Background: an optimization exercise with open tools, aiming at small area, a short achievable clock period and few clock cycles per item. Do not read the settings as production practice. Function was checked by simulation only, so behaviour that the tests miss may differ from the original. Power is estimated from default activity; no workload was simulated.

[design/flow/design.v]
module mc10_fsk_runs (
    input  wire        clk,
    input  wire        rst,
    input  wire        in_valid,
    input  wire [15:0] in_sample,
    input  wire        in_last,
    output wire        in_ready,
    output reg         run_valid,
    output wire [19:0] run_len,
    output reg         done_valid,
    output reg         done_trunc,
    output wire [19:0] done_trunc_idx,
    output wire [19:0] done_count,
    output wire        done_nosig
);
    localparam integer FD  = 55;      
    localparam integer FAW = 6;
    localparam [4:0] S_SCAN  = 5'd0,
                     S_HIGH  = 5'd1,
                     S_LOW   = 5'd2,
                     S_TSTART= 5'd3,
                     S_ROT   = 5'd4,
                     S_BC1   = 5'd5,
                     S_TRUNC = 5'd6,
                     S_DONE  = 5'd7,
                     S_D0    = 5'd8,
                     S_D1    = 5'd9,
                     S_D2    = 5'd10,
                     S_D3    = 5'd11,
                     S_D4    = 5'd12,
                     S_D5    = 5'd13,
                     S_SCEND = 5'd14,
                     S_BC2   = 5'd15,
                     S_BC1B  = 5'd16;
    reg rst_r;
    always @(posedge clk) rst_r <= rst;
    wire rst_o = rst | rst_r;
    reg [15:0]    fmem [0:FD-1];
    reg [FAW-1:0] lpos0, lpos1;       
    reg           lpv0, lpv1;
    reg [FAW-1:0] fhead, ftail, raddr;
    reg [FAW:0]   fcnt;
    reg           in_ready_r;
    assign in_ready = in_ready_r;
    wire        acc = in_valid & in_ready_r;
    reg         iv_r;
    reg  [15:0] is_r;
    reg         il_r;
    wire        push = iv_r;
    always @(posedge clk) begin
        is_r <= in_sample;
        il_r <= in_last;
        if (push)
            fmem[ftail] <= is_r;
    end
    wire [15:0] rd_s = fmem[raddr];
    wire        rd_l = (lpv0 & (lpos0 == raddr)) | (lpv1 & (lpos1 == raddr));
    wire [16:0] rd = {rd_l, rd_s};
    reg [4:0]  state;
    reg        ret_low;           
    reg        hv;                
    reg [15:0] hs;
    reg        hl;
    reg [3:0]  lv;                
    reg [15:0] ls0, ls1, ls2, ls3;    
    reg [19:0] lx0, lx1, lx2, lx3;    
    reg        ll0, ll1, ll2, ll3;    
    reg [60*16-1:0] tv;           
    reg [5:0]  rofs;              
    reg        rot_st;            
    reg signed [22:0] A;
    reg signed [22:0] B;
    reg signed [21:0] R;
    reg signed [21:0] Rn;         
    reg        bvalid;
    reg        exact;
    reg [19:0] idx;
    reg [19:0] run;
    reg        run_nz;
    reg [19:0] count;
    reg [5:0]  skip;              
    reg [5:0]  age;               
    reg [5:0]  since;             
    reg [5:0]  nvt;               
    reg        nvt59;             
    reg        nvt60;             
    reg [5:0]  scnt;
    reg [5:0]  wn;
    reg [5:0]  rem;
    reg signed [15:0] fmax, fmin, gmax, gmin;
    reg [16:0] span_r;            
    reg [19:0] span10_r;          
    reg        bdly;              
    reg        nosig_r;
    reg        scv;               
    reg [15:0] scs;
    reg        scl;
    reg        scan_on;           
    reg [19:0] outr;
    assign run_len        = outr;
    assign done_trunc_idx = outr;
    assign done_count     = count;
    assign done_nosig     = nosig_r;
    wire [15:0] t59   = tv[59*16 +: 16];
    wire [15:0] old_s = t59;
    reg         rn_ok;            
    reg         adv_ok;           
    reg  [3:0] fa;                
    reg  [3:0] fr;                
    reg        la, la_v;          
    reg        lb, lb_v;          
    wire signed [22:0] m0 = {lx0[19], lx0, 2'b00};
    wire signed [22:0] m1 = {lx1[19], lx1, 2'b00};
    wire signed [22:0] m2 = {lx2[19], lx2, 2'b00};
    wire signed [22:0] m3 = {lx3[19], lx3, 2'b00};
    wire signed [22:0] Rx = {R[21], R};
    wire ex1 = ~ll0;
    wire ex2 = ex1 & ~ll1;
    wire ex3 = ex2 & ~ll2;
    wire anyA = fa[0] | (ex1 & fa[1]) | (ex2 & fa[2]) | (ex3 & fa[3]);
    wire anyR = fr[0] | (ex1 & fr[1]) | (ex2 & fr[2]) | (ex3 & fr[3]);
    reg  have_la;                 
    wire bsure = (la_v & la) | (exact & lb_v & lb);
    wire nbel  = bvalid & lb_v & ~lb;
    wire amb   = bvalid & lb_v & la_v & ~exact & ~la & lb;
    wire since_full = (since == 6'd60);
    wire anyN  = since_full ? anyR : anyA;
    reg [4:0] nstate;
    reg adv_h, adv_l, adv_f, tnew, rot_inc, report, fin_norm, anchor_ev;
    reg [15:0] sc_s;
    reg        sc_l;
    reg        sc_av;
    always @(*) begin
        case (scnt[1:0])
            2'd0: begin sc_s = ls0; sc_l = ll0; end
            2'd1: begin sc_s = ls1; sc_l = ll1; end
            2'd2: begin sc_s = ls2; sc_l = ll2; end
            default: begin sc_s = ls3; sc_l = ll3; end
        endcase
        sc_av = lv[scnt[1:0]];
        if (scnt == 6'd4) begin
            sc_s  = hs;
            sc_l  = hl;
            sc_av = lv[3] & hv;
        end else if (scnt > 6'd4) begin
            sc_s  = rd[15:0];
            sc_l  = rd[16];
            sc_av = lv[3] & hv & ({1'b0, fcnt} > {1'b0, scnt} - 7'd5);
        end
    end
    wire sc_issue = (state == S_SCAN) & scan_on & sc_av;
    wire [6:0] rofs_age = {1'b0, rofs} + {1'b0, age};
    wire       rot_go   = (rofs == 6'd0) | rot_st;
    wire       rot_in   = rofs_age <= 7'd59;
    wire       rot_last = rofs_age == 7'd59;
    always @(*) begin
        nstate    = state;
        adv_h     = 1'b0;
        adv_l     = 1'b0;
        adv_f     = 1'b0;
        tnew      = 1'b0;
        rot_inc   = 1'b0;
        report    = 1'b0;
        fin_norm  = 1'b0;
        anchor_ev = 1'b0;
        case (state)
            S_HIGH: begin
                if (have_la) begin
                    if (anyA) begin
                        if (adv_ok) begin
                            adv_h = 1'b1;
                            if (ll0) nstate = S_TRUNC;
                        end
                    end else begin
                        report = run_nz;
                        if ((ll0 && run_nz) || !adv_ok) begin
                            nstate = S_LOW;
                        end else if (bsure) begin
                            adv_l = 1'b1;
                            if (ll0) begin fin_norm = 1'b1; nstate = S_DONE; end
                            else nstate = S_LOW;
                        end else if (nbel) begin
                            if (!run_nz) begin
                                adv_f = 1'b1;
                                if (ll0) begin fin_norm = 1'b1; nstate = S_DONE; end
                                else nstate = S_TSTART;
                            end else begin
                                nstate = S_TSTART;
                            end
                        end else begin
                            nstate = S_LOW;
                        end
                    end
                end
            end
            S_LOW: begin
                if (lv[0]) begin
                    if (bsure) begin
                        if (adv_ok) begin
                            adv_l = 1'b1;
                            if (ll0) begin fin_norm = 1'b1; nstate = S_DONE; end
                        end
                    end else if (nbel) begin
                        if (skip == 6'd0 && !run_nz) begin
                            if (adv_ok) begin
                                adv_f = 1'b1;
                                if (ll0) begin fin_norm = 1'b1; nstate = S_DONE; end
                                else nstate = S_TSTART;
                            end
                        end else if (skip == 6'd61) begin
                            anchor_ev = 1'b1;
                            nstate = S_SCAN;
                        end else begin
                            tnew = 1'b1;
                            nstate = S_HIGH;
                            if (have_la && anyN && adv_ok) begin
                                adv_h = 1'b1;
                                if (ll0) nstate = S_TRUNC;
                            end
                        end
                    end else if (amb) begin
                        if (age == 6'd60) begin
                            nstate = S_BC1;
                        end else begin
                            rot_inc = rot_go & rot_in;
                            nstate = (rot_inc & rot_last) ? S_BC1 : S_ROT;
                        end
                    end
                end
            end
            S_TSTART: begin
                tnew = 1'b1;
                nstate = S_HIGH;
                if (have_la && anyN && adv_ok) begin
                    adv_h = 1'b1;
                    if (ll0) nstate = S_TRUNC;
                end
            end
            S_ROT: begin
                rot_inc = rot_go & rot_in;
                if (rot_inc & rot_last) nstate = S_BC1;
            end
            S_BC1:   nstate = S_BC1B;
            S_BC1B:  nstate = S_BC2;
            S_BC2:   nstate = ret_low ? S_LOW : S_HIGH;
            S_TRUNC: nstate = S_DONE;
            S_DONE:  nstate = S_SCAN;
            S_SCAN: begin
                if (sc_issue && (sc_l || scnt == 6'd59))
                    nstate = S_SCEND;
            end
            S_SCEND: nstate = (wn == 6'd60) ? S_BC1 : S_D0;
            S_D0: nstate = S_D1;
            S_D1: if (scnt == 6'd22) nstate = S_D2;
            S_D2: nstate = S_D3;
            S_D3: if (scnt == 6'd22) nstate = S_D4;
            S_D4: if (scnt == 6'd59) nstate = S_D5;
            S_D5: nstate = S_BC1;
            default: nstate = S_DONE;
        endcase
    end
    wire adv = adv_h | adv_l | adv_f;
    wire        f_reset = tnew | anchor_ev | (state == S_DONE);
    wire signed [15:0] fmax_b = f_reset ? 16'sh8000 : fmax;
    wire signed [15:0] fmin_b = f_reset ? 16'sh7fff : fmin;
    wire        scan_acc = scv;           
    wire signed [15:0] f_in   = scan_acc ? scs : t59;
    wire        f_inc  = scan_acc | rot_inc | (adv & (tnew | (age != 6'd60)));
    wire signed [15:0] s0 = ls0;
    wire [16:0] fspan = {fmax[15], fmax} - {fmin[15], fmin};
    wire [16:0] gspan = {gmax[15], gmax} - {gmin[15], gmin};
    reg        bcin_r;            
    wire signed [22:0] b_new  = A + {3'b000, span10_r} + {22'd0, bcin_r};
    wire [6:0] rem_sh = {rem, A[22]};
    wire       dge    = rem_sh >= {1'b0, wn};
    wire [6:0] rem_d  = dge ? (rem_sh - {1'b0, wn}) : rem_sh;
    wire [11:0] rem60 = {rem, 6'd0} - {4'd0, rem, 2'd0};
    wire [15:0] t_in = adv ? ls0 : t59;
    wire [3:0] lv_s = adv ? {1'b0, lv[3:1]} : lv;
    wire [3:0] fill;
    assign fill[0] = hv & ~lv[0];
    assign fill[1] = hv & ~lv[1] & lv[0];
    assign fill[2] = hv & ~lv[2] & lv[1];
    assign fill[3] = hv & ~lv[3] & lv[2];
    wire [3:0] fsel;
    assign fsel[0] = hv & ~lv_s[0];
    assign fsel[1] = hv & ~lv_s[1] & lv_s[0];
    assign fsel[2] = hv & ~lv_s[2] & lv_s[1];
    assign fsel[3] = hv & ~lv_s[3] & lv_s[2];
    wire       take_h = |fsel;
    wire       fne    = (fcnt != 0);
    wire       hload  = fne & (~hv | take_h);
    wire [19:0] hx    = {hs, 4'd0} - {{4{hs[15]}}, hs};
    wire signed [15:0] hsv = hs;
    wire signed [22:0] mh  = {hx[19], hx, 2'b00};
    wire [15:0] t58   = tv[58*16 +: 16];
    wire        nvt_a = nvt59;
    wire        nvt_h = nvt60;
    wire signed [15:0] src_a = lv[1] ? ls1 : hs;
    wire signed [15:0] src_h = lv[0] ? ls0 : hs;
    wire signed [16:0] t58e  = {t58[15], t58};
    wire signed [21:0] t58x  = nvt_a ? {{6{t58[15]}}, t58} : 22'sd0;
    wire signed [21:0] t58y  = nvt_h ? {{6{t58[15]}}, t58} : 22'sd0;
    wire signed [15:0] ls1v  = ls1;
    wire signed [15:0] ls0v  = ls0;
    wire signed [21:0] rn_a  = Rn + {{6{ls1v[15]}}, ls1v} - t58x;
    wire signed [21:0] rn_h  = R  + {{6{ls0v[15]}}, ls0v} - t58y;
    wire signed [22:0] Rnx   = {Rn[21], Rn};
    wire gtA0 = ~ltA0 & (m0 != A);
    wire gtA1 = ~ltA1 & (m1 != A);
    wire gtA2 = A < m2;
    wire gtA3 = A < m3;
    wire ltA0 = m0 < A;
    wire ltA1 = m1 < A;
    wire signed [24:0] h64 = {{3{hsv[15]}}, hsv, 6'd0};
    wire signed [24:0] h4  = {{7{hsv[15]}}, hsv, 2'd0};
    wire signed [24:0] qha = {{2{A[22]}}, A} - h64 + h4;
    wire signed [24:0] qhr = {{3{R[21]}}, R} - h64 + h4;
    wire gtHA = qha[24];
    wire gtHR = qhr[24];
    wire ltB0 = m0 < B;
    wire ltB1 = m1 < B;
    wire gtRn0 = Rnx < m1;
    wire gtRn1 = Rnx < m2;
    wire gtRn2 = Rnx < m3;
    wire signed [24:0] q3 = {{3{Rn[21]}}, Rn} - h64 + h4;
    wire gtRn3 = q3[24];
    wire a_to_r = tnew & since_full;
    wire b_ld   = !bvalid && !bdly && (state == S_HIGH || state == S_LOW || state == S_TSTART);
    wire b_chg  = (state == S_D2) | (state == S_BC2) | b_ld;
    wire [3:0] srcH = adv ? {1'b1, ~lv[3:1]} : ~lv;
    wire [3:0] gtA_sh = {1'b0, gtA3, gtA2, gtA1};
    wire [3:0] gtA_ho = {gtA3, gtA2, gtA1, gtA0};
    wire [3:0] fr_sh  = {1'b0, fr[3:1]};
    wire [3:0] gtRn   = {1'b0, gtRn2, gtRn1, gtRn0};
    wire [3:0] srcH_a = {1'b1, ~lv[3:1]};      
    wire [3:0] srcH_h = ~lv;                   
    wire [3:0] faR_a  = (srcH_a & {4{gtHR}}) | (~srcH_a & fr_sh);
    wire [3:0] faR_h  = (srcH_h & {4{gtHR}}) | (~srcH_h & fr);
    wire [3:0] faA_a  = (srcH_a & {4{gtHA}}) | (~srcH_a & gtA_sh);
    wire [3:0] faA_h  = (srcH_h & {4{gtHA}}) | (~srcH_h & gtA_ho);
    wire [3:0] fa_nx  = adv ? (a_to_r ? faR_a : faA_a) : (a_to_r ? faR_h : faA_h);
    wire [3:0] fr_a   = (srcH_a & {4{gtRn3}}) | (~srcH_a & gtRn);
    wire [3:0] fr_h   = (srcH_h & {4{gtHR}})  | (~srcH_h & fr);
    wire [3:0] fr_nx  = adv ? fr_a : fr_h;
    wire       la_nx  = adv ? ltA1 : ltA0;
    wire       la_vnx = ~a_to_r & (adv ? lv[1] : lv[0]);
    wire       lb_nx  = adv ? ltB1 : ltB0;
    wire       lb_vnx = ~b_chg & (adv ? lv[1] : lv[0]);
    wire [3:0] lv_nx = lv_s | fsel;
    wire       nl0_a = lv[1] ? ll1 : hl;
    wire       nl1_a = lv[2] ? ll2 : hl;
    wire       nl2_a = lv[3] ? ll3 : hl;
    wire       nl0_h = lv[0] ? ll0 : hl;
    wire       nl1_h = lv[1] ? ll1 : hl;
    wire       nl2_h = lv[2] ? ll2 : hl;
    wire       nl0   = adv ? nl0_a : nl0_h;
    wire       nl1   = adv ? nl1_a : nl1_h;
    wire       nl2   = adv ? nl2_a : nl2_h;
    wire       hla_nx = lv_nx[0] & (nl0 | (lv_nx[1] & (nl1 | (lv_nx[2] & (nl2 | lv_nx[3])))));
    wire [FAW:0]   fcnt_p  = fcnt + {{FAW{1'b0}}, push};
    wire [FAW:0]   fcnt_pm = fcnt_p - 1'b1;
    wire           fcnt_ok0 = fcnt_p < FD;         
    wire           fcnt_ok1 = fcnt_p < FD - 1;     
    wire [1:0]     nlast0  = {1'b0, lpv0} + {1'b0, lpv1} + {1'b0, push & il_r};
    wire           nl_two  = (nlast0 >= 2'd2) | ((nlast0 != 2'd0) & acc & in_last);
    wire [FAW-1:0] fhead_inc = (fhead == FD-1) ? {FAW{1'b0}} : fhead + 1'b1;
    wire [FAW-1:0] ftail_inc = (ftail == FD-1) ? {FAW{1'b0}} : ftail + 1'b1;
    wire [FAW-1:0] raddr_inc = (raddr == FD-1) ? {FAW{1'b0}} : raddr + 1'b1;
    always @(posedge clk) begin
        if (rst_o) begin
            in_ready_r <= 1'b0;
            iv_r       <= 1'b0;
            run_valid  <= 1'b0;
            done_valid <= 1'b0;
            done_trunc <= 1'b0;
            nosig_r    <= 1'b0;
        end else begin
            iv_r       <= acc;
            in_ready_r <= (acc ? fcnt_ok1 : fcnt_ok0) & !nl_two;
            run_valid  <= report;
            done_valid <= fin_norm | (state == S_TRUNC);
            done_trunc <= (state == S_TRUNC);
            if (fin_norm | (state == S_TRUNC))
                nosig_r <= fin_norm & (count == 20'd0);
        end
        if (rst_r) begin
            state      <= S_DONE;
            fhead      <= {FAW{1'b0}};
            ftail      <= {FAW{1'b0}};
            raddr      <= {FAW{1'b0}};
            fcnt       <= {(FAW+1){1'b0}};
            lpv0       <= 1'b0;
            lpv1       <= 1'b0;
            rofs       <= 6'd0;
            rot_st     <= 1'b0;
            lv         <= 4'd0;
            hv         <= 1'b0;
            bvalid     <= 1'b0;
            exact      <= 1'b0;
            bdly       <= 1'b0;
            ret_low    <= 1'b0;
            scv        <= 1'b0;
            scan_on    <= 1'b0;
        end else begin
            state <= nstate;
            if (adv) rofs <= 6'd0;
            else     rofs <= (rofs == 6'd59) ? 6'd0 : rofs + 6'd1;
            if (rot_inc & rot_last) rot_st <= 1'b0;
            else if (rot_inc)       rot_st <= 1'b1;
            if (push) ftail <= ftail_inc;
            if (hload) fhead <= fhead_inc;
            fcnt <= hload ? fcnt_pm : fcnt_p;
            if (push && il_r && !lpv0) begin
                lpv0  <= 1'b1;
                lpos0 <= ftail;
            end else if (hload && lpv0 && lpos0 == raddr)
                lpv0  <= 1'b0;
            if (push && il_r && lpv0) begin
                lpv1  <= 1'b1;
                lpos1 <= ftail;
            end else if (hload && lpv1 && lpos1 == raddr)
                lpv1  <= 1'b0;
            if (sc_issue && scnt > 6'd4)
                raddr <= raddr_inc;
            else if (!(state == S_SCAN && scnt > 6'd4))
                raddr <= hload ? fhead_inc : fhead;
            hv <= hload | (hv & ~take_h);
            lv <= lv_s | fsel;
            scv <= sc_issue;
            if (state == S_DONE || anchor_ev)
                scan_on <= 1'b1;
            else if (sc_issue && (sc_l || scnt == 6'd59))
                scan_on <= 1'b0;
            if (tnew & since_full) begin
                bvalid <= 1'b0;
                exact  <= 1'b0;
                bdly   <= 1'b1;
            end else if (state == S_BC2) begin
                bvalid <= 1'b1;
                exact  <= 1'b1;
            end else if (bdly) begin
                bdly   <= 1'b0;
            end else if (!bvalid) begin
                bvalid <= 1'b1;
            end
            if (state == S_LOW && (nstate == S_ROT || nstate == S_BC1))
                ret_low <= 1'b1;
            else if (state == S_SCEND)
                ret_low <= 1'b0;
        end
        if (hload) begin hs <= rd[15:0]; hl <= rd[16]; end
        if (adv | fill[0]) begin
            if (lv[1]) begin ls0 <= ls1; lx0 <= lx1; ll0 <= ll1; end
            else       begin ls0 <= hs;  lx0 <= hx;  ll0 <= hl;  end
        end
        if (adv | fill[1]) begin
            if (lv[2]) begin ls1 <= ls2; lx1 <= lx2; ll1 <= ll2; end
            else       begin ls1 <= hs;  lx1 <= hx;  ll1 <= hl;  end
        end
        if (adv | fill[2]) begin
            if (lv[3]) begin ls2 <= ls3; lx2 <= lx3; ll2 <= ll3; end
            else       begin ls2 <= hs;  lx2 <= hx;  ll2 <= hl;  end
        end
        if (adv | fill[3]) begin ls3 <= hs; lx3 <= hx; ll3 <= hl; end
        have_la <= hla_nx;
        fa   <= fa_nx;
        fr   <= fr_nx;
        la   <= la_nx;
        la_v <= la_vnx;
        lb   <= lb_nx;
        lb_v <= lb_vnx;
        tv <= {tv[58*16+15:0], t_in};
        if (sc_issue) begin scs <= sc_s; scl <= sc_l; end
        if (rst_r || state == S_DONE)
            R <= 22'sd0;
        else if (adv)
            R <= Rn;
        if (rst_r || state == S_DONE) begin
            Rn    <= {{6{ls0v[15]}}, ls0v};
            rn_ok <= lv[0] & !rst_r;
        end else begin
            Rn    <= adv ? rn_a : rn_h;
            rn_ok <= adv ? lv[1] : lv[0];
        end
        if (rst_r)
            adv_ok <= 1'b0;
        else if (state == S_DONE)
            adv_ok <= lv[0];
        else
            adv_ok <= (adv | (rofs == 6'd59) | anchor_ev | ((since == 6'd0) & !adv)) &
                      (adv ? lv[1] : lv[0]);
        if (rst_r || state == S_DONE) begin
            nvt   <= 6'd0;
            nvt59 <= 1'b0;
            nvt60 <= 1'b0;
        end else if (adv && !nvt60) begin
            nvt   <= nvt + 6'd1;
            nvt59 <= (nvt >= 6'd58);
            nvt60 <= (nvt == 6'd59);
        end
        if (rst_r || state == S_DONE || anchor_ev) since <= 6'd0;
        else if (adv && !since_full) since <= since + 6'd1;
        if (rst_r || state == S_DONE) idx <= 20'd0;
        else if (adv) idx <= idx + 20'd1;
        if (rst_r || state == S_DONE) count <= 20'd0;
        else if (report) count <= count + 20'd1;
        if (rst_r || state == S_DONE || anchor_ev) begin
            gmax <= 16'sh8000;
            gmin <= 16'sh7fff;
        end else if (adv) begin
            if (s0 > gmax) gmax <= s0;
            if (s0 < gmin) gmin <= s0;
        end
        span_r   <= (state == S_BC1) ? fspan : gspan;
        span10_r <= {span_r, 3'b000} + {2'b00, span_r, 1'b0};
        bcin_r   <= (state == S_BC1B) & (rem != 6'd0);
        if (f_reset) begin
            fmax <= f_inc ? f_in : 16'sh8000;
            fmin <= f_inc ? f_in : 16'sh7fff;
        end else if (f_inc) begin
            if (f_in > fmax) fmax <= f_in;
            if (f_in < fmin) fmin <= f_in;
        end
        if (report)
            outr <= run;
        else if (state == S_TRUNC)
            outr <= idx - run;
        if (tnew || anchor_ev || state == S_DONE) begin
            run    <= adv_h ? 20'd1 : 20'd0;
            run_nz <= adv_h;
        end else if (adv_h) begin
            run    <= run + 20'd1;
            run_nz <= 1'b1;
        end
        if (tnew || anchor_ev || state == S_DONE)
            skip <= 6'd0;
        else if (adv_l && skip != 6'd61)
            skip <= skip + 6'd1;
        if (tnew)
            age <= adv ? 6'd1 : 6'd0;
        else if (adv && age != 6'd60)
            age <= age + 6'd1;
        if (state == S_DONE || anchor_ev ||
            state == S_D0 || state == S_D2 || (state == S_D3 && nstate == S_D4))
            scnt <= 6'd0;
        else if (sc_issue ||
                 state == S_D1 || state == S_D3 || state == S_D4)
            scnt <= scnt + 6'd1;
        if (sc_issue)
            wn <= scnt + 6'd1;
        case (state)
            S_SCAN, S_SCEND: if (scv) A <= A + {{7{scs[15]}}, scs};
            S_D0:    A <= A + {2'b00, wn, 15'd0};
            S_D1:    A <= {A[21:0], dge};
            S_D2:    A <= {11'd0, rem60};
            S_D3:    A <= {A[21:0], dge};
            S_D4:    A <= A + B;
            S_D5:    A <= A - 23'sd1966080;
            S_DONE:  A <= 23'sd0;
            default: if (tnew && since_full) A <= Rx;
                     else if (anchor_ev) A <= 23'sd0;
        endcase
        if (state == S_D2)
            B <= A;
        else if (state == S_BC2 || b_ld)
            B <= b_new;
        if (state == S_DONE || anchor_ev || state == S_D0 || state == S_D2)
            rem <= 6'd0;
        else if (state == S_D1 || state == S_D3)
            rem <= rem_d[5:0];
    end
endmodule
[design/flow/run.sh]
#!/bin/bash
# synth_recipe.tcl (not shown) runs the flow's synth.tcl, then flattens the netlist and writes it again
# the make line also repeats each setting of config.mk as NAME=value (left out here)
make -C /OpenROAD-flow-scripts/flow DESIGN_CONFIG=/design/flow/config.mk WORK_HOME=/design/flow/orfs CLKGATE_MAP_FILE= SYNTH_SCRIPT=/design/flow/synth_recipe.tcl finish
[design/flow/config.mk]
export PLATFORM = sky130hd
export DESIGN_NAME = mc10_fsk_runs
export DESIGN_NICKNAME = mc10_fsk_runs
export VERILOG_FILES = /design/flow/design.v
export SDC_FILE = /design/flow/constraint.sdc
export NUM_CORES = 4
export LEC_CHECK = 0
export ABC_AREA = 1
export CAP_MARGIN = 60
export CORE_MARGIN = 2
export CORE_UTILIZATION = 60
export CTS_CLUSTER_DIAMETER = 100
export CTS_CLUSTER_SIZE = 22
export SETUP_SLACK_MARGIN = 5
export SLEW_MARGIN = 60
[design/flow/constraint.sdc]
create_clock -name core_clock -period 12.0 [get_ports {clk}]
set_input_delay 2.4000 -clock core_clock [delete_from_list [all_inputs] [get_ports {clk}]]
set_output_delay 2.4000 -clock core_clock [all_outputs]
set_load 0.01 [all_outputs]
==> results of run 1 <==
-- layout by cell type (no fill, tap or decap), types with 40 or more instances in the layout --
cell type | synthesis | final
sky130_fd_sc_hd__nand2_1 | 1237 | 1229
sky130_fd_sc_hd__clkbuf_1 | 258 | 52
sky130_fd_sc_hd__xnor2_1 | 54 | 52
sky130_fd_sc_hd__dfxtp_1 | 1239 | 1215
sky130_fd_sc_hd__buf_4 | 23 | 118
sky130_fd_sc_hd__nand3_1 | 270 | 267
sky130_fd_sc_hd__nor2_1 | 906 | 878
sky130_fd_sc_hd__buf_6 | 4 | 48
sky130_fd_sc_hd__o221ai_1 | 41 | 40
sky130_fd_sc_hd__nor3_1 | 99 | 93
sky130_fd_sc_hd__a21oi_1 | 580 | 579
sky130_fd_sc_hd__ha_1 | 587 | 586
sky130_fd_sc_hd__clkbuf_16 | 0 | 133
sky130_fd_sc_hd__xor2_1 | 112 | 110
sky130_fd_sc_hd__inv_1 | 982 | 957
sky130_fd_sc_hd__o211ai_1 | 93 | 93
sky130_fd_sc_hd__or2_2 | 60 | 60
sky130_fd_sc_hd__o22ai_1 | 253 | 253
sky130_fd_sc_hd__clkdlybuf4s50_1 | 0 | 84
sky130_fd_sc_hd__nand4_1 | 89 | 89
sky130_fd_sc_hd__edfxtp_1 | 1200 | 1200
sky130_fd_sc_hd__fa_1 | 98 | 98
sky130_fd_sc_hd__o21ai_0 | 1058 | 1044
-- cells by family after synthesis --
logic type,synth area share
compound gates,0.122
xor+xnor,0.0145
fa+ha+maj,0.0925
buf+inv,0.0515
flops,0.605
mux,0.000199
simple gates,0.115
-- power breakdown --
part           internal, mW  switching [mW]
Clock                  2.13            2.71
Sequential             9.67           0.710
Combinational          3.64            7.33
-- registers in the layout (all words and copies together), names as in the netlist, 16 cells and up, named ones only --
signal / cells
A: 23
lx0: 20
hs: 16
lx3: 20
fmin: 16
B: 23
count: 20
outr: 20
lx1: 20
tv: 960
span_r: 17
Rn: 22
idx: 20
gmin: 16
gmax: 16
fmax: 16
lx2: 20
fmem: 880
is_r: 16
run: 20
R: 22
span10_r: 19
scs: 16
-- area by class of cell --
| class | count | area (um^2) | area share |
|---|---|---|---|
| sequential | 2439 | 60900 | 0.556 |
| multi-input combinational | 5811 | 35000 | 0.320 |
| inverter | 998 | 3790 | 0.0346 |
| clock buffer | 186 | 3540 | 0.0323 |
| timing repair buffer | 290 | 3090 | 0.0282 |
| tap | 2204 | 2760 | 0.0252 |
| clock inverter | 23 | 472 | 0.00430 |
| antenna | 9 | 22.5 | 0.000205 |
-- final timing paths --
check            from            end  slack (ns)  depth (start not counted)
min reg2reg   tv[211]        tv[227]        0.29                          0
min           tv[211]        tv[227]        0.29                          0
max reg2reg    lx0[0]         Rn[18]        8.12                         19
max          count[3]  done_count[3]        7.72                          1
-- routing by layer --
layer / vias to the layer above / routed length [um] / GRT usage
met5: - / 52 / 0
met4: 8 / 17400 / 0.178
met3: 684 / 23300 / 0.0562
met2: 3159 / 133000 / 0.533
met1: 34200 / 113000 / 0.433
li1: 33100 / - / -
-- metrics by stage --
step / area (um^2) / worst slack [ns] / cells / utilization
4_1_cts: 109000 / 7.66 / 11900 / 0.655
6_report: 110000 / 7.72 / 12000 / 0.657
5_1_grt: 110000 / 7.63 / 12000 / 0.657
3_3_place_gp: 104000 / 7.61 / 11600 / 0.622
3_5_place_dp: 105000 / 8.20 / 11700 / 0.631
2_1_floorplan: 101000 / 7.92 / 9585 / -
==> impl_metrics.xml, run 1 <==
<?xml version="1.0" encoding="UTF-8"?>
<metrics>
  <group name="pwr">
    <metric name="vdd_drop_max" unit="uV">168</metric>
    <metric name="leakagePower" unit="nW">43.9</metric>
    <metric name="cellPowerDensity" unit="nW/um^2">239</metric>
    <metric name="p_total" unit="mW">26.2</metric>
  </group>
  <group name="clocking">
    <metric name="clockBufferDepth" unit="">3</metric>
    <metric name="htreeDepth" unit="">4</metric>
    <metric name="clock-root-buffer" unit="">sky130_fd_sc_hd__clkbuf_16</metric>
    <metric name="cts_tree" unit="">built</metric>
    <metric name="clock-sinks" unit="">2439</metric>
    <metric name="postCtsHoldBufs" unit="">0</metric>
    <metric name="cts-buffers-inserted" unit="">131</metric>
    <metric name="cts_setup_buffers" unit="">0</metric>
    <metric name="clk_latency" unit="ns">0.85</metric>
    <metric name="cts.clk_slew.worst_paths" unit="ns">0.10</metric>
    <metric name="postCtsResizedCells" unit="">0</metric>
  </group>
  <group name="worst_setup_path">
    <metric name="worst_setup_path_end_kind" unit="">output port</metric>
    <metric name="worst-path-buf-inv" unit="">1</metric>
    <metric name="critPathSlowestCell" unit="">sky130_fd_sc_hd__clkdlybuf4s50_1</metric>
    <metric name="crit_chain" unit="">clkdlybuf4s50_1</metric>
    <metric name="worst_ep_arrival_time" unit="ns">1.88</metric>
    <metric name="cp_data_required_time" unit="ns">9.60</metric>
    <metric name="critical-path-max-stage-delay" unit="ns">0.60</metric>
    <metric name="start_kind" unit="">flip-flop</metric>
    <metric name="critical-path-top-delay-family" unit="">buffers and inverters</metric>
    <metric name="critical_path.max_fanout" unit="">6</metric>
    <metric name="timing_worst_setup_path_type" unit="">reg -&gt; out</metric>
  </group>
  <group name="hold_path">
    <metric name="worst_hold_path_type" unit="">reg -&gt; reg</metric>
  </group>
  <group name="drt">
    <metric name="routed_via_density" unit="">5.95</metric>
    <metric name="initialDrtViolationCount" unit="">7740</metric>
    <metric name="routed_wire_length" unit="mm">286</metric>
    <metric name="detail_route.drc_violations" unit="">0</metric>
    <metric name="post_drt_wl_per_cell" unit="um">23.9</metric>
    <metric name="route.antenna.remaining_nets" unit="">0</metric>
    <metric name="detail_route.first_pass.iterations" unit="">9</metric>
    <metric name="vias" unit="">71100</metric>
  </group>
  <group name="timing">
    <metric name="fin_hold_ws" unit="ns">0.292</metric>
    <metric name="timing.slew.headroom" unit="">0.565</metric>
    <metric name="rsz_0062_raised_after_global_routing" unit="">false</metric>
    <metric name="final_hold_vio_count" unit="">0</metric>
    <metric name="fin_skew" unit="ns">0.0674</metric>
    <metric name="worst-slew-pin-transition" unit="ns">0.645</metric>
    <metric name="max_freq" unit="MHz">234</metric>
    <metric name="report.final.slew_viol_count" unit="">0</metric>
    <metric name="final-setup-viol-count" unit="">0</metric>
    <metric name="min_period" unit="ns">4.28</metric>
    <metric name="final.period_utilization" unit="">0.357</metric>
    <metric name="timing.setup.tns" unit="ns">0</metric>
  </group>
  <group name="die">
    <metric name="fp.dieH" unit="um">413</metric>
    <metric name="io-pin-count" unit="">85</metric>
    <metric name="core_area" unit="um^2">167000</metric>
    <metric name="die_width" unit="um">413</metric>
    <metric name="effective_utilization_at_floorplan" unit="">0.603</metric>
    <metric name="standard_cell_row_count" unit="">150</metric>
    <metric name="area_enclosed_by_the_die_boundary" unit="um^2">171000</metric>
  </group>
  <group name="grt">
    <metric name="via_count_of_the_first_global_routing_pass" unit="">67500</metric>
    <metric name="antenna_found_initial" unit="">14</metric>
    <metric name="largest_net_degree_at_the_start_of_global_routing" unit="">145</metric>
    <metric name="globalRouteOverflowTotal" unit="">0</metric>
    <metric name="track_usage" unit="">0.332</metric>
    <metric name="global_route_wire_length_before_repair" unit="mm">424</metric>
  </group>
  <group name="cells_and_area">
    <metric name="area_growth" unit="%">8.96</metric>
    <metric name="post_route_cells_drive_above_1_share" unit="">0.0617</metric>
    <metric name="fill_cells" unit="">13100</metric>
    <metric name="finalNetCount" unit="">10400</metric>
  </group>
  <group name="run">
    <metric name="cap_viol_max_count" unit="">0</metric>
  </group>
  <group name="placement">
    <metric name="post_dp_hpwl" unit="mm">204</metric>
    <metric name="port_buffers" unit="">84</metric>
    <metric name="gp_routability_congestion" unit="">1.02</metric>
  </group>
  <group name="synthesis">
    <metric name="synth_top_cells_by_count" unit="">1239 x sky130_fd_sc_hd__dfxtp_1, 1237 x sky130_fd_sc_hd__nand2_1, 1200 x sky130_fd_sc_hd__edfxtp_1</metric>
    <metric name="netlist_instances" unit="">9585</metric>
    <metric name="synth.lib_cells_used.distinct" unit="">71</metric>
    <metric name="synth_enable_flop_cells" unit="">1200</metric>
    <metric name="ys_warn_count" unit="">1</metric>
    <metric name="synth_top_cells_by_area" unit="">sky130_fd_sc_hd__edfxtp_1 36%, sky130_fd_sc_hd__dfxtp_1 25%, sky130_fd_sc_hd__ha_1 7.3%, sky130_fd_sc_hd__o21ai_0 5.3%, sky130_fd_sc_hd__nand2_1 4.6%</metric>
    <metric name="synth-async-reset-ratio" unit="">0</metric>
    <metric name="leading_cell_type_by_number_of_instances_after_synthesis" unit="">sky130_fd_sc_hd__dfxtp_1</metric>
    <metric name="yosysTopAreaCell" unit="">sky130_fd_sc_hd__edfxtp_1</metric>
    <metric name="post_synth_instance_area" unit="um^2">101000</metric>
    <metric name="yosysSeqAreaShare" unit="">0.605</metric>
    <metric name="ys_seq_elements" unit="">2439</metric>
    <metric name="mappedNetlistNets" unit="">10300</metric>
    <metric name="syn_area_per_cell" unit="um^2">10.5</metric>
    <metric name="dominantRegCellSynth" unit="">sky130_fd_sc_hd__dfxtp_1</metric>
    <metric name="yosysTopAreaCellShare" unit="">0.358</metric>
  </group>
  <group name="status">
    <metric name="run_status" unit="">no timing/DRC/antenna violations</metric>
  </group>
</metrics>
Testbench counts, summed over its fixed seeds: cycles 239,378, samples 234,355.
==> run 2: changes to the inputs <==
--- a/design/flow/design.v
+++ b/design/flow/design.v
@@ -60,6 +60,7 @@
     reg        ret_low;           
     reg        hv;                
     reg [15:0] hs;
+    reg [19:0] hx;                
     reg        hl;
     reg [3:0]  lv;                
     reg [15:0] ls0, ls1, ls2, ls3;    
@@ -290,7 +291,7 @@
     wire       take_h = |fsel;
     wire       fne    = (fcnt != 0);
     wire       hload  = fne & (~hv | take_h);
-    wire [19:0] hx    = {hs, 4'd0} - {{4{hs[15]}}, hs};
+    wire [19:0] rdx   = {rd_s, 4'd0} - {{4{rd_s[15]}}, rd_s};
     wire signed [15:0] hsv = hs;
     wire signed [22:0] mh  = {hx[19], hx, 2'b00};
     wire [15:0] t58   = tv[58*16 +: 16];
@@ -312,19 +313,14 @@
     wire gtA3 = A < m3;
     wire ltA0 = m0 < A;
     wire ltA1 = m1 < A;
-    wire signed [24:0] h64 = {{3{hsv[15]}}, hsv, 6'd0};
-    wire signed [24:0] h4  = {{7{hsv[15]}}, hsv, 2'd0};
-    wire signed [24:0] qha = {{2{A[22]}}, A} - h64 + h4;
-    wire signed [24:0] qhr = {{3{R[21]}}, R} - h64 + h4;
-    wire gtHA = qha[24];
-    wire gtHR = qhr[24];
+    wire gtHA = A < mh;
+    wire gtHR = Rx < mh;
     wire ltB0 = m0 < B;
     wire ltB1 = m1 < B;
     wire gtRn0 = Rnx < m1;
     wire gtRn1 = Rnx < m2;
     wire gtRn2 = Rnx < m3;
-    wire signed [24:0] q3 = {{3{Rn[21]}}, Rn} - h64 + h4;
-    wire gtRn3 = q3[24];
+    wire gtRn3 = Rnx < mh;
     wire a_to_r = tnew & since_full;
     wire b_ld   = !bvalid && !bdly && (state == S_HIGH || state == S_LOW || state == S_TSTART);
     wire b_chg  = (state == S_D2) | (state == S_BC2) | b_ld;
@@ -449,7 +445,7 @@
             else if (state == S_SCEND)
                 ret_low <= 1'b0;
         end
-        if (hload) begin hs <= rd[15:0]; hl <= rd[16]; end
+        if (hload) begin hs <= rd[15:0]; hx <= rdx; hl <= rd[16]; end
         if (adv | fill[0]) begin
             if (lv[1]) begin ls0 <= ls1; lx0 <= lx1; ll0 <= ll1; end
             else       begin ls0 <= hs;  lx0 <= hx;  ll0 <= hl;  end
==> run 2 against run 1 <==
Net effect:
- still clean
- sequential power is essentially flat
- first-iteration DRC count grew 1.1%
- combinational power down 13%
- non-clock buffer count fell by 46
- final cell count down 1.7%
- flip-flop and latch count up 19
- power is 4.9% lower
- register-to-register slack worse by 1.5 ns
- routed wire length fell by 3.8%
- synthesized area down 1.1%
- hold slack gained 0.021 ns
- via count decreased by 2.5%
- critical path type is now reg -> reg
==> impl_metrics.xml, run 2 <==
<?xml version="1.0" encoding="UTF-8"?>
<metrics>
  <group name="status">
    <metric name="run_status" unit="">no timing/DRC/antenna violations</metric>
  </group>
  <group name="worst_setup_path">
    <metric name="crit_path_frequent_cell" unit="">sky130_fd_sc_hd__nand2_1</metric>
    <metric name="ff_to_ff_path_depth" unit="">21</metric>
    <metric name="cp_data_required_time" unit="ns">12.59</metric>
    <metric name="worst-path-stages" unit="">21</metric>
    <metric name="worst-path-buf-inv" unit="">6</metric>
    <metric name="critical_path.max_fanout" unit="">72</metric>
    <metric name="timing_worst_setup_path_type" unit="">reg -&gt; reg</metric>
    <metric name="critical-path-max-stage-delay" unit="ns">0.45</metric>
    <metric name="worst_setup_path_end_kind" unit="">flip-flop</metric>
    <metric name="critPathSlowestCell" unit="">sky130_fd_sc_hd__dfxtp_4</metric>
    <metric name="ff2ff_setup_slack" unit="ns">6.63</metric>
    <metric name="start_kind" unit="">flip-flop</metric>
    <metric name="critical-path-top-delay-family" unit="">compound AO/OA/AOI/OAI gates</metric>
    <metric name="worst_ep_arrival_time" unit="ns">5.96</metric>
    <metric name="crit_chain" unit="">buf_12 -&gt; inv_4 -&gt; buf_12 -&gt; buf_16 -&gt; buf_16 -&gt; o21ai_0 -&gt; o22ai_1 -&gt; o21ai_0 -&gt; o22ai_1 -&gt; o211ai_1 -&gt; nand2_1 -&gt; inv_1 -&gt; ha_1 -&gt; a21oi_1 -&gt; o21bai_1 -&gt; a21oi_1 -&gt; o21ai_0 -&gt; a21oi_1 -&gt; nand2_1 -&gt; nand2_1 -&gt; nand2_1</metric>
    <metric name="crit-reg2reg-capture" unit="">hx[18]</metric>
    <metric name="setup.worst_path.end" unit="">hx[18]</metric>
  </group>
  <group name="timing">
    <metric name="worst-slew-pin-transition" unit="ns">0.648</metric>
    <metric name="layout_setup_ws" unit="ns">6.63</metric>
    <metric name="final-setup-viol-count" unit="">0</metric>
    <metric name="rsz_0062_raised_after_global_routing" unit="">false</metric>
    <metric name="final.period_utilization" unit="">0.448</metric>
    <metric name="timing.setup.tns" unit="ns">0</metric>
    <metric name="min_period" unit="ns">5.37</metric>
    <metric name="timing.slew.headroom" unit="">0.565</metric>
    <metric name="final_hold_vio_count" unit="">0</metric>
    <metric name="report.final.slew_viol_count" unit="">0</metric>
    <metric name="fin_hold_ws" unit="ns">0.312</metric>
    <metric name="fin_skew" unit="ns">0.0734</metric>
    <metric name="max_freq" unit="MHz">186</metric>
  </group>
  <group name="clocking">
    <metric name="clockBufferDepth" unit="">3</metric>
    <metric name="clock-root-buffer" unit="">sky130_fd_sc_hd__clkbuf_16</metric>
    <metric name="cts.clk_slew.worst_paths" unit="ns">0.09</metric>
    <metric name="postCtsResizedCells" unit="">0</metric>
    <metric name="clock-sinks" unit="">2458</metric>
    <metric name="clk_latency" unit="ns">0.87</metric>
    <metric name="htreeDepth" unit="">4</metric>
    <metric name="cts_setup_buffers" unit="">0</metric>
    <metric name="postCtsHoldBufs" unit="">0</metric>
    <metric name="cts-buffers-inserted" unit="">132</metric>
    <metric name="cts_tree" unit="">built</metric>
  </group>
  <group name="die">
    <metric name="area_enclosed_by_the_die_boundary" unit="um^2">169000</metric>
    <metric name="effective_utilization_at_floorplan" unit="">0.604</metric>
    <metric name="fp.dieH" unit="um">411</metric>
    <metric name="die_width" unit="um">411</metric>
    <metric name="standard_cell_row_count" unit="">149</metric>
    <metric name="io-pin-count" unit="">85</metric>
    <metric name="core_area" unit="um^2">165000</metric>
  </group>
  <group name="synthesis">
    <metric name="yosysTopAreaCellShare" unit="">0.368</metric>
    <metric name="dominantRegCellSynth" unit="">sky130_fd_sc_hd__dfxtp_1</metric>
    <metric name="synth-async-reset-ratio" unit="">0</metric>
    <metric name="synth-xor-area-share" unit="">0.0138</metric>
    <metric name="synth_compound_area_frac" unit="">0.123</metric>
    <metric name="leading_cell_type_by_number_of_instances_after_synthesis" unit="">sky130_fd_sc_hd__nand2_1</metric>
    <metric name="synth_top_family_by_area" unit="">compound AO/OA/AOI/OAI gates</metric>
    <metric name="synth_simple_gate_area_share" unit="">0.116</metric>
    <metric name="ys_warn_count" unit="">1</metric>
    <metric name="mappedNetlistNets" unit="">10100</metric>
    <metric name="ys_seq_elements" unit="">2458</metric>
    <metric name="synth_enable_flop_cells" unit="">1219</metric>
    <metric name="synth_top_cells_by_count" unit="">1249 x sky130_fd_sc_hd__nand2_1, 1239 x sky130_fd_sc_hd__dfxtp_1, 1219 x sky130_fd_sc_hd__edfxtp_1</metric>
    <metric name="synth.lib_cells_used.distinct" unit="">72</metric>
    <metric name="post_synth_fa_ha_maj_area_fraction" unit="">0.0799</metric>
    <metric name="yosysSeqAreaShare" unit="">0.617</metric>
    <metric name="synth_top_cells_by_area" unit="">sky130_fd_sc_hd__edfxtp_1 37%, sky130_fd_sc_hd__dfxtp_1 25%, sky130_fd_sc_hd__ha_1 6.9%, sky130_fd_sc_hd__o21ai_0 5.2%, sky130_fd_sc_hd__nand2_1 4.7%</metric>
    <metric name="yosysTopAreaCell" unit="">sky130_fd_sc_hd__edfxtp_1</metric>
    <metric name="synth.mux.area_fraction" unit="">0.000201</metric>
    <metric name="netlist_instances" unit="">9435</metric>
    <metric name="syn_area_per_cell" unit="um^2">10.5</metric>
    <metric name="post_synth_instance_area" unit="um^2">99500</metric>
  </group>
  <group name="pwr">
    <metric name="vdd_drop_max" unit="uV">177</metric>
    <metric name="cellPowerDensity" unit="nW/um^2">231</metric>
    <metric name="leakagePower" unit="nW">42.4</metric>
    <metric name="p_total" unit="mW">24.9</metric>
  </group>
  <group name="drt">
    <metric name="routed_wire_length" unit="mm">275</metric>
    <metric name="detail_route.drc_violations" unit="">0</metric>
    <metric name="route.antenna.remaining_nets" unit="">0</metric>
    <metric name="post_drt_wl_per_cell" unit="um">23.4</metric>
    <metric name="routed_via_density" unit="">5.91</metric>
    <metric name="detail_route.first_pass.iterations" unit="">6</metric>
    <metric name="initialDrtViolationCount" unit="">7829</metric>
    <metric name="vias" unit="">69400</metric>
  </group>
  <group name="cells_and_area">
    <metric name="stdcell_count" unit="">11800</metric>
    <metric name="reg_top3" unit="">tv (960), fmem (880)</metric>
    <metric name="layout_common_cells" unit="">1245 x sky130_fd_sc_hd__nand2_1, 1219 x sky130_fd_sc_hd__edfxtp_1, 1213 x sky130_fd_sc_hd__dfxtp_1</metric>
    <metric name="top_register_by_number_of_flip_flops" unit="">tv</metric>
    <metric name="post-route-util" unit="">0.655</metric>
    <metric name="finalNetCount" unit="">10100</metric>
    <metric name="layout_commonest_cell" unit="">sky130_fd_sc_hd__nand2_1</metric>
    <metric name="layout.area.seq" unit="um^2">61500</metric>
    <metric name="area_growth" unit="%">8.47</metric>
    <metric name="multiInputGateArea" unit="um^2">33600</metric>
    <metric name="fill_cells" unit="">12800</metric>
    <metric name="fin_area" unit="um^2">108000</metric>
    <metric name="post_route_cells_drive_above_1_share" unit="">0.0587</metric>
    <metric name="largest_register_ff_count" unit="">960</metric>
  </group>
  <group name="run">
    <metric name="cap_viol_max_count" unit="">0</metric>
  </group>
  <group name="grt">
    <metric name="antenna_found_initial" unit="">10</metric>
    <metric name="track_usage" unit="">0.321</metric>
    <metric name="global_route_wire_length_before_repair" unit="mm">405</metric>
    <metric name="globalRouteOverflowTotal" unit="">0</metric>
    <metric name="via_count_of_the_first_global_routing_pass" unit="">65300</metric>
    <metric name="largest_net_degree_at_the_start_of_global_routing" unit="">138</metric>
  </group>
  <group name="placement">
    <metric name="post_dp_hpwl" unit="mm">194</metric>
    <metric name="port_buffers" unit="">84</metric>
    <metric name="post-place-ws" unit="ns">6.80</metric>
    <metric name="post_dp_cell_area" unit="um^2">104000</metric>
    <metric name="gp_routability_congestion" unit="">0.994</metric>
    <metric name="placed_cells" unit="">11500</metric>
  </group>
  <group name="hold_path">
    <metric name="worstHoldStart" unit="">tv[330]</metric>
    <metric name="worst_hold_path_type" unit="">reg -&gt; reg</metric>
  </group>
</metrics>
run 2: changes by cell type after synthesis, sizes merged, moves of 12 or more:
cell | previous run | this run
a21oi | 583 | 608
a31oi | 27 | 43
buf | 79 | 117
clkbuf | 258 | 216
edfxtp | 1200 | 1219
fa | 98 | 53
ha | 587 | 551
inv | 992 | 909
nand2 | 1244 | 1266
nand3 | 276 | 264
o21ai | 1075 | 1044
o22ai | 253 | 233
xor2 | 112 | 100
run 2: cells by family after synthesis:
logic type                 after synthesis
AOI/OAI and AO/OA                     2208
buffers and inverters                 1255
DFF                                   2458
and+or+nand+nor                       2751
xor gates and xnor gates               157
adders and majority gates              604
muxes                                    2
run 2: metal layers:
layer | global-route usage | share of wire
met1 | 0.432 | 0.41
met2 | 0.510 | 0.46
met3 | 0.0425 | 0.078
met4 | 0.167 | 0.056
met5 | 0 | 0.000080
run 2: area by class of cell:
class / instances / share of cell area
flip-flops and latches: 2458 / 0.569
multi-input cells: 5722 / 0.311
clock buffers: 185 / 0.0329
inverters: 922 / 0.0324
well taps: 2189 / 0.0254
repair buffers: 244 / 0.0243
clock inverters: 21 / 0.00443
diodes: 10 / 0.000232
run 2: worst register-to-register path, stage by stage, from the launching register on:
cell and delay [ns]:
sky130_fd_sc_hd__dfxtp_4 0.45, sky130_fd_sc_hd__buf_12 0.23, sky130_fd_sc_hd__inv_4 0.33, sky130_fd_sc_hd__buf_12 0.35, sky130_fd_sc_hd__buf_16 0.30, sky130_fd_sc_hd__buf_16 0.32, sky130_fd_sc_hd__o21ai_0 0.21, sky130_fd_sc_hd__o22ai_1 0.20
sky130_fd_sc_hd__o21ai_0 0.13, sky130_fd_sc_hd__o22ai_1 0.41, sky130_fd_sc_hd__o211ai_1 0.29, sky130_fd_sc_hd__nand2_1 0.29, sky130_fd_sc_hd__inv_1 0.18, sky130_fd_sc_hd__ha_1 0.39, sky130_fd_sc_hd__a21oi_1 0.24, sky130_fd_sc_hd__o21bai_1 0.09
sky130_fd_sc_hd__a21oi_1 0.17, sky130_fd_sc_hd__o21ai_0 0.13, sky130_fd_sc_hd__a21oi_1 0.19, sky130_fd_sc_hd__nand2_1 0.08, sky130_fd_sc_hd__nand2_1 0.06, sky130_fd_sc_hd__nand2_1 0.05
run 2: worst min-delay path by stage:
stage | endpoint | slack, ns | depth (start not counted)
finish | tv[346] | 0.31 | 0
global placement | tv[502] | 0.31 | 0
global route | tv[920] | 0.31 | 0
detailed placement | tv[164] | 0.31 | 0
floorplan | tv[100] | 0.31 | 0
CTS | tv[536] | 0.32 | 0
run 2: power by group:
group | total, mW | internal, mW | switching [mW]
logic | 9.57 | 3.14 | 6.44
clock network | 4.89 | 2.14 | 2.75
registers | 10.5 | 9.73 | 0.725
total | 24.9 | 15.0 | 9.91
Testbench counts of run 2, summed over its fixed seeds: cycles 239,378, samples 234,355.

==> what the ideal ports hide <==
Ports are ideal in the flow. The routed layouts listed here were re-timed in OpenROAD. Step 1: set_driving_cell puts a clkbuf_16 on clk and a buf_2 on each other input, an assumption about the parent block. Step 2 times the ports against the registers' clock, not the clock port: input delays grow and output delays shrink by t, the midpoint of the rising clock arrivals with the driver on. Three values: ideal, step 1, step 2; two values: the first two.
run	t (ns)	slack for setup (ns)	latest minus earliest clock arrival (ns)
run 1	0.897	7.720 / 7.636 / 8.119	0.070 / 0.069
run 2	0.919	6.627 / 6.627 / 6.627	0.073 / 0.074
After both steps setup and hold are still met in every run listed.
